Source: an optimization exercise on an open RTL-to-GDS flow (aim: small area and a short achievable clock period). Production flows keep margins and buffers that such runs may drop. In this exercise RTL edits were held to simulation tests only and were not proved equivalent to the original. No activity file was given, so power comes from the tool's default toggle rates.

## design/flow/config.mk

```make
export PLATFORM = sky130hd
export DESIGN_NAME = sbus_fsv
export DESIGN_NICKNAME = sbus_fsv
export VERILOG_FILES = /design/flow/design.v
export SDC_FILE = /design/flow/constraint.sdc
export NUM_CORES = 4
export LEC_CHECK = 0
export CAP_MARGIN = 40
export CORE_AREA = 2 2 468 468
export CTS_BUF_LIST = sky130_fd_sc_hd__clkbuf_8
export CTS_CLUSTER_DIAMETER = 45
export CTS_CLUSTER_SIZE = 14
export DIE_AREA = 0 0 470 470
export SLEW_MARGIN = 40
```

## design/flow/constraint.sdc

```tcl
create_clock -name core_clock -period 12.0 [get_ports {clk}]
set_input_delay 2.4000 -clock core_clock [delete_from_list [all_inputs] [get_ports {clk}]]
set_output_delay 2.4000 -clock core_clock [all_outputs]
set_load 0.01 [all_outputs]
```

## design/flow/design.v

```verilog
module sbus_tracker #(
    parameter integer N        = 10,
    parameter integer ACTIVE   = 1811,
    parameter integer RELEASED = 174,
    parameter integer SUM_W    = 15,
    parameter integer WP_W     = 4
) (
    input  wire             clk,
    input  wire             rst,
    input  wire             add,       
    input  wire [10:0]      sample,
    output reg  [SUM_W-1:0] sum_o,
    output reg              maj_o
);
    localparam integer MAJ_THRESH = (N / 2) * ACTIVE + ((N + 1) / 2) * RELEASED;
    reg [11*N-1:0] win;    
    wire [10:0]      leave = win[11*(N-1) +: 11];
    wire [SUM_W-1:0] rest  = sum_o - {{(SUM_W-11){1'b0}}, leave};
    wire [SUM_W-1:0] ad_b = {{(SUM_W-11){1'b0}}, sample};
    wire [SUM_W-1:0] ad_g = rest & ad_b;
    wire [SUM_W-1:0] ad_p = rest ^ ad_b;
    reg  [SUM_W-1:0] pg, pp, ng, np;
    integer l, i, k;
    always @* begin
        pg = ad_g;
        pp = ad_p;
        for (l = 0; (1 << l) < SUM_W; l = l + 1) begin
            ng = pg;
            np = pp;
            for (i = 0; i < SUM_W; i = i + 1)
                if ((i >> l) & 1) begin
                    k = ((i >> l) << l) - 1;
                    ng[i] = pg[i] | (pp[i] & pg[k]);
                    np[i] = pp[i] & pp[k];
                end
            pg = ng;
            pp = np;
        end
    end
    wire [SUM_W-1:0] nsum = ad_p ^ {pg[SUM_W-2:0], 1'b0};
    localparam integer LO = MAJ_THRESH - 2046;
    wire        below = (rest < LO);
    wire        above = (rest > MAJ_THRESH);
    wire [10:0] r     = rest[10:0] - LO[10:0];
    reg  [10:0] cg, cp;
    integer m, n;
    always @* begin
        cg = r & sample;
        cp = r ^ sample;
        for (m = 1; m < 11; m = m * 2)
            for (n = 0; n + m < 11; n = n + 2 * m) begin
                cg[n + m] = cg[n + m] | (cp[n + m] & cg[n]);
                cp[n + m] = cp[n + m] & cp[n];
                cg[n] = cg[n + m];
                cp[n] = cp[n + m];
            end
    end
    wire        rc11  = cg[0] | cp[0];
    wire        nmaj  = above | (~below & rc11);
    integer j;
    always @(posedge clk) begin
        if (rst) begin
            for (j = 0; j < N; j = j + 1)
                win[11*j +: 11] <= RELEASED[10:0];
            sum_o <= N * RELEASED;
            maj_o <= (N * RELEASED > MAJ_THRESH);
        end else if (add) begin
            win   <= {win[11*(N-1)-1:0], sample};
            sum_o <= nsum;
            maj_o <= nmaj;
        end
    end
endmodule
module sbus_tri_cls #(
    parameter integer K              = 4,
    parameter integer CNT_W          = 2,
    parameter integer UP_ENTER_RAW   = 1356,
    parameter integer DOWN_ENTER_RAW = 542,
    parameter integer UP_EXIT_RAW    = 1113,
    parameter integer DOWN_EXIT_RAW  = 870
) (
    input  wire        clk,
    input  wire        rst,
    input  wire        step,      
    input  wire [10:0] raw,
    output reg  [1:0]  mode_o
);
    localparam [1:0] DOWN = 2'd0, MID = 2'd1, UP = 2'd2;
    reg [CNT_W-1:0] cnt;
    reg             pup;
    wire up_cand    = (raw >= UP_ENTER_RAW);
    wire down_cand  = (raw <= DOWN_ENTER_RAW);
    wire up_leave   = (raw <= UP_EXIT_RAW);
    wire down_leave = (raw >= DOWN_EXIT_RAW);
    wire in_mid = mode_o[0];
    wire in_up  = mode_o[1];
    wire cand   = up_cand | down_cand;            
    wire same   = (cnt != 0) && (pup == up_cand);
    wire leave  = in_up ? up_leave : down_leave;
    always @(posedge clk) begin
        if (rst) begin
            mode_o <= MID;
            cnt    <= {CNT_W{1'b0}};
            pup    <= 1'b0;
        end else if (step) begin
            if (in_mid) begin
                if (!cand) begin
                    cnt <= {CNT_W{1'b0}};
                end else if (same) begin
                    if (cnt == K - 1) begin
                        mode_o <= up_cand ? UP : DOWN;
                        cnt    <= {CNT_W{1'b0}};
                    end else begin
                        cnt <= cnt + 1'b1;
                    end
                end else begin
                    cnt <= 1;
                    pup <= up_cand;
                end
            end else begin
                if (leave) begin
                    if (cnt == K - 1) begin
                        mode_o <= MID;
                        cnt    <= {CNT_W{1'b0}};
                    end else begin
                        cnt <= cnt + 1'b1;
                    end
                end else begin
                    cnt <= {CNT_W{1'b0}};
                end
            end
        end
    end
endmodule
module sbus_bin_cls #(
    parameter integer K         = 4,
    parameter integer CNT_W     = 2,
    parameter integer ENTER_RAW = 1154,
    parameter integer EXIT_RAW  = 828
) (
    input  wire        clk,
    input  wire        rst,
    input  wire        step,      
    input  wire [10:0] raw,
    output reg         mode_o
);
    reg [CNT_W-1:0] cnt;
    wire hit = mode_o ? (raw <= EXIT_RAW) : (raw >= ENTER_RAW);
    always @(posedge clk) begin
        if (rst) begin
            mode_o <= 1'b0;
            cnt    <= {CNT_W{1'b0}};
        end else if (step) begin
            if (hit) begin
                if (cnt == K - 1) begin
                    mode_o <= ~mode_o;
                    cnt    <= {CNT_W{1'b0}};
                end else begin
                    cnt <= cnt + 1'b1;
                end
            end else begin
                cnt <= {CNT_W{1'b0}};
            end
        end
    end
endmodule
module sbus_fsv (
    input  wire         clk,
    input  wire         rst,
    input  wire         cmd_valid,
    input  wire [31:0]  cmd,
    input  wire [175:0] enc_ch,
    input  wire         enc_d17,
    input  wire         enc_d18,
    input  wire [1:0]   enc_st,
    output wire [199:0] frame_o,
    output wire         frame_ready_o,
    output wire [175:0] cs_ch_o,
    output wire         cs_d17_o,
    output wire         cs_d18_o,
    output wire [1:0]   cs_status_o,
    output wire [199:0] tx_frame_o,
    output wire [239:0] trk_sum_o,
    output wire [15:0]  trk_maj_o,
    output wire [3:0]   tri_mode_o,
    output wire [3:0]   bin_mode_o,
    output wire [15:0]  status_o,
    output wire [15:0]  desync_count_o,
    output wire [6:0]   evt_o
);
    localparam integer NT = 16;
    localparam integer NS = 2;
    localparam integer NB = 4;
    localparam integer K  = 4;
    localparam integer CNT_W = 2;
    localparam integer N  = 10;
    localparam integer SUM_W = 15;
    localparam [3:0] OP_NOP    = 4'h0,
                     OP_PUSH   = 4'h1,
                     OP_GAP    = 4'h2,
                     OP_DECODE = 4'h3,
                     OP_ENCODE = 4'h4,
                     OP_TADD   = 4'h5,
                     OP_TRI    = 4'h6,
                     OP_BIN    = 4'h7;
    localparam [1:0] CAUSE_NONE = 2'd0, CAUSE_BAD_END = 2'd1,
                     CAUSE_OVERRUN = 2'd2, CAUSE_GAP = 2'd3;
    wire [3:0]  op   = cmd[3:0];
    wire [3:0]  unit = cmd[7:4];
    wire [10:0] val  = cmd[18:8];
    wire [7:0]  byt  = cmd[15:8];
    wire is_push   = cmd_valid && (op == OP_PUSH);
    wire is_gap    = cmd_valid && (op == OP_GAP);
    wire is_decode = cmd_valid && (op == OP_DECODE);
    wire is_encode = cmd_valid && (op == OP_ENCODE);
    wire is_tadd   = cmd_valid && (op == OP_TADD);
    wire is_tri    = cmd_valid && (op == OP_TRI)  && (unit < NS);
    wire is_bin    = cmd_valid && (op == OP_BIN)  && (unit < NB);
    wire is_bad    = cmd_valid && (op[3] ||
                                   ((op == OP_TRI)  && !(unit < NS)) ||
                                   ((op == OP_BIN)  && !(unit < NB)));
    reg [4:0]   asm_cnt;
    reg         sync;            
    reg [183:0] stage;           
    reg [183:0] frame;           
    reg         frame_v;         
    reg         frame_ready;
    reg [15:0]  desync_count;
    reg [1:0]   last_cause;
    reg         bad_cmd;
    reg [175:0] cs_ch;
    reg         cs_d17, cs_d18;
    reg [1:0]   cs_status;
    reg [175:0] tx_ch;
    reg [3:0]   tx_flags;
    reg         tx_v;
    reg [6:0]   evt;
    wire at_last     = (asm_cnt == 5'd24);
    wire byte_zero   = (byt == 8'h00);
    wire last_byte   = is_push && at_last;
    wire end_bad     = last_byte && !byte_zero;
    wire end_overrun = last_byte && byte_zero && frame_ready;
    wire commit      = last_byte && byte_zero && !frame_ready;
    wire gap_desync  = is_gap && sync;
    wire       desync       = end_bad || end_overrun || gap_desync;
    wire [1:0] desync_cause = end_bad ? CAUSE_BAD_END :
                              end_overrun ? CAUSE_OVERRUN : CAUSE_GAP;
    wire consume = is_decode && frame_ready;
    wire start   = !sync && (byt == 8'h0F);
    wire advance = sync && !at_last;
    wire [175:0] payload = frame[175:0];      
    wire [7:0]   flags   = frame[183:176];    
    wire [1:0]   dec_status = flags[3] ? 2'd2 : flags[2] ? 2'd1 : 2'd0;
    wire enc_lost = (enc_st != 2'd0);
    wire enc_fs   = enc_st[1];
    integer i;
    always @(posedge clk) begin
        for (i = 1; i < 24; i = i + 1)
            if (asm_cnt == i)
                stage[8*(i-1) +: 8] <= byt;
    end
    always @(posedge clk) begin
        if (rst) begin
            asm_cnt      <= 5'd0;
            sync         <= 1'b0;
            frame        <= 184'd0;
            frame_v      <= 1'b0;
            frame_ready  <= 1'b0;
            desync_count <= 16'd0;
            last_cause   <= CAUSE_NONE;
            bad_cmd      <= 1'b0;
            cs_ch        <= 176'd0;
            cs_d17       <= 1'b0;
            cs_d18       <= 1'b0;
            cs_status    <= 2'd2;
            tx_ch        <= 176'd0;
            tx_flags     <= 4'd0;
            tx_v         <= 1'b0;
            evt          <= 7'd0;
        end else begin
            if ((is_push && (start || advance)) || (is_push && at_last) || gap_desync) begin
                if (is_push && start) begin
                    asm_cnt <= 5'd1;
                    sync    <= 1'b1;
                end else if (is_push && advance) begin
                    asm_cnt <= asm_cnt + 5'd1;
                end else begin
                    asm_cnt <= 5'd0;
                    sync    <= 1'b0;
                end
            end
            if (commit) begin
                frame       <= stage;
                frame_v     <= 1'b1;
                frame_ready <= 1'b1;
            end
            if (desync) begin
                if (desync_count != 16'hFFFF)
                    desync_count <= desync_count + 16'd1;
                last_cause <= desync_cause;
            end
            if (consume) begin
                cs_ch       <= payload;
                cs_d17      <= flags[0];
                cs_d18      <= flags[1];
                cs_status   <= dec_status;
                frame_ready <= 1'b0;
            end
            if (is_encode) begin
                tx_ch    <= enc_ch;
                tx_flags <= {enc_fs, enc_lost, enc_d18, enc_d17};
                tx_v     <= 1'b1;
            end
            if (is_bad)
                bad_cmd <= 1'b1;
            evt <= {is_bad, is_encode, consume,
                    desync ? desync_cause : 2'd0, desync, commit};
        end
    end
    genvar g;
    generate
        for (g = 0; g < NT; g = g + 1) begin : g_trk
            sbus_tracker #(
                .N(N), .ACTIVE(1811), .RELEASED(174), .SUM_W(SUM_W), .WP_W(4)
            ) u_trk (
                .clk(clk), .rst(rst),
                .add(is_tadd && (unit == g)),
                .sample(val),
                .sum_o(trk_sum_o[SUM_W*g +: SUM_W]),
                .maj_o(trk_maj_o[g])
            );
        end
        for (g = 0; g < NS; g = g + 1) begin : g_tri
            sbus_tri_cls #(.K(K), .CNT_W(CNT_W)) u_tri (
                .clk(clk), .rst(rst),
                .step(is_tri && (unit == g)),
                .raw(val),
                .mode_o(tri_mode_o[2*g +: 2])
            );
        end
        for (g = 0; g < NB; g = g + 1) begin : g_bin
            sbus_bin_cls #(.K(K), .CNT_W(CNT_W)) u_bin (
                .clk(clk), .rst(rst),
                .step(is_bin && (unit == g)),
                .raw(val),
                .mode_o(bin_mode_o[g])
            );
        end
    endgenerate
    assign frame_o        = {8'h00, frame, 4'h0, {4{frame_v}}};
    assign frame_ready_o  = frame_ready;
    assign cs_ch_o        = cs_ch;
    assign cs_d17_o       = cs_d17;
    assign cs_d18_o       = cs_d18;
    assign cs_status_o    = cs_status;
    assign tx_frame_o     = {8'h00, 4'h0, tx_flags, tx_ch, 4'h0, {4{tx_v}}};
    assign desync_count_o = desync_count;
    assign evt_o          = evt;
    assign status_o       = {4'b0000, bad_cmd, asm_cnt, cs_status, last_cause,
                             sync, frame_ready};
endmodule
```

## design/flow/flow/run.sh

```bash
#!/bin/bash
set -euo pipefail
bash standard.sh SETUP_SLACK_MARGIN=8.0 TNS_END_PERCENT=100 \
  "BUFFER_PORTS_ARGS=-buffer_cell sky130_fd_sc_hd__buf_1" finish > standard.log 2>&1
```

## design/flow/standard.sh

```bash
#!/bin/bash
# synth_recipe.tcl (not shown) runs the flow's synth.tcl, then flattens the netlist and writes it again
# the make line also repeats each setting of config.mk as NAME=value (left out here)
make -C /OpenROAD-flow-scripts/flow DESIGN_CONFIG=/design/flow/config.mk WORK_HOME=/design/flow/orfs CLKGATE_MAP_FILE= SYNTH_SCRIPT=/design/flow/synth_recipe.tcl "${@:-finish}"
```

==> report_table.html <==
<table>
<tr><th>Metric</th><th>Value</th></tr>
<tr><th colspan="2">Status</th></tr>
<tr><td>Result of the run</td><td>stopped before the end</td></tr>
<tr><td>Error msg</td><td>[ERROR GRT-0232] Routing congestion too high. Check the congestion heatmap in the GUI.</td></tr>
<tr><td>Halt point of the flow</td><td>5_1_grt</td></tr>
<tr><th colspan="2">Yosys</th></tr>
<tr><td>Register bit total from synthesis</td><td>roughly 2,800</td></tr>
<tr><td>Proportion of synthesized flip-flops having asynchronous set or reset</td><td>0</td></tr>
<tr><td>Cell Area, Synth</td><td>roughly 120,000 um2</td></tr>
<tr><td>Average cell area after synthesis</td><td>8.12 um2</td></tr>
<tr><td>Post-synthesis cell count</td><td>around 15,000</td></tr>
<tr><td>Post-synth cell types</td><td>89</td></tr>
<tr><td>Yosys warning total</td><td>4</td></tr>
<tr><td>Leading register cell type out of synthesis</td><td>dfxtp_1</td></tr>
<tr><td>Post-synth EDFFs</td><td>~180</td></tr>
<tr><td>Sequential fraction of the synthesis area</td><td>0.484</td></tr>
<tr><th colspan="2">GRT</th></tr>
<tr><td>Congestion Overflow GR</td><td>3</td></tr>
<tr><td>Tot GR Track Use</td><td>0.487</td></tr>
<tr><td>Number of antenna violations at the first check in global routing</td><td>117</td></tr>
<tr><td>Pin count of the biggest net entering global routing</td><td>208</td></tr>
<tr><th colspan="2">Floorplan</th></tr>
<tr><td>Y dimension of the die</td><td>between 400 and 500 um</td></tr>
<tr><td>Placement row count</td><td>approximately 170</td></tr>
<tr><td>Die Wd</td><td>approximately 470 um</td></tr>
<tr><td>Initial standard-cell utilization of the core</td><td>0.553</td></tr>
<tr><td>I/O pin count</td><td>approximately 1,100</td></tr>
<tr><th colspan="2">CTS</th></tr>
<tr><td>Number of buffers inserted by hold repair at cts</td><td>0</td></tr>
<tr><td>Number of levels in the clock H-tree</td><td>5</td></tr>
<tr><td>Root buf cell</td><td>clkbuf_8</td></tr>
<tr><td>Clock tree sinks</td><td>2,801</td></tr>
<tr><td>Number of buffers inserted during clock tree synthesis</td><td>roughly 340</td></tr>
<tr><td>Clock buffer depth</td><td>4</td></tr>
<tr><th colspan="2">Placed design</th></tr>
<tr><td>Cells after DPL</td><td>~18,000</td></tr>
<tr><td>Port Buffer Count</td><td>about 1,100</td></tr>
<tr><td>Final RePlAce weighted congestion</td><td>roughly 1.2</td></tr>
<tr><td>Placed wire-length estimate</td><td>around 300,000 um</td></tr>
<tr><th colspan="2">Timing</th></tr>
<tr><td>Worst endpoint kind after the last repair</td><td>register data pin</td></tr>
<tr><td>Worst Endpoint after GRT Repair</td><td>g_trk[2].u_trk.sum_o[12]$_SDFFE_PP0P_/D</td></tr>
</table>
-- power by group through the flow --
stage	sequential (W)	clock [W]	combinational [W]
CTS	0.00937	0.00760	0.000807
detailed placement	0.00963	0	0.000689
global placement	0.00963	0	0.000662
floorplan	0.00963	0	0.000413
-- layer usage --
metal / overflow / GRT usage
met1: 0 / 0.546
met5: 0 / 0.0911
met4: 2 / 0.341
met3: 0 / 0.244
met2: 1 / 0.708
-- Yosys cell counts (77+ instances only) --
master	number	area [um2]
edfxtp_1	184	5530
xor2_1	166	1450
a21oi_1	1845	9230
or3_1	85	532
nand2_1	4934	18500
o21ai_0	191	956
dfxtp_1	2617	52400
ha_1	558	6980
nor2b_1	77	482
inv_1	329	1230
nor2_1	405	1520
a211oi_1	81	608
nand3_1	796	3980
fa_1	80	1600
o21a_1	120	901
o211ai_1	184	1380
clkbuf_1	879	3300
xnor2_1	271	2370
nor3_1	120	601
-- stage by stage --
step                utilization  worst slack (ps)  area [um2]
floorplan                     -              7110      121000
global placement          0.579              5650      125000
detailed placement        0.580              5570      126000
CTS                       0.679              7640      147000
-- worst min path at each step --
stage / slack, ps / endpoint / from
after global placement: 430 / bad_cmd / bad_cmd
after CTS: 400 / g_trk[2].u_trk.win[64] / g_trk[2].u_trk.win[53]
after floorplan: 430 / bad_cmd / bad_cmd
after detailed placement: 440 / bad_cmd / bad_cmd
-- cell families after synthesis --
kind of cell / count (synthesis) / synth area share
simple gates: 6672 / 0.229
fa+ha+maj: 638 / 0.0717
buf+inv: 1298 / 0.0430
other cells: 1 / 0.0000313
mux: 23 / 0.00200
xor+xnor: 437 / 0.0320
compound gates: 2876 / 0.139
flops: 2801 / 0.484
-- repair_timing --
| item | in CTS |
|---|---|
| cloned | 18 |
| buffers inserted | 548 |
| pin swaps | 91 |
| setup endpoints to repair | 2853 |
| resized for setup | 3495 |
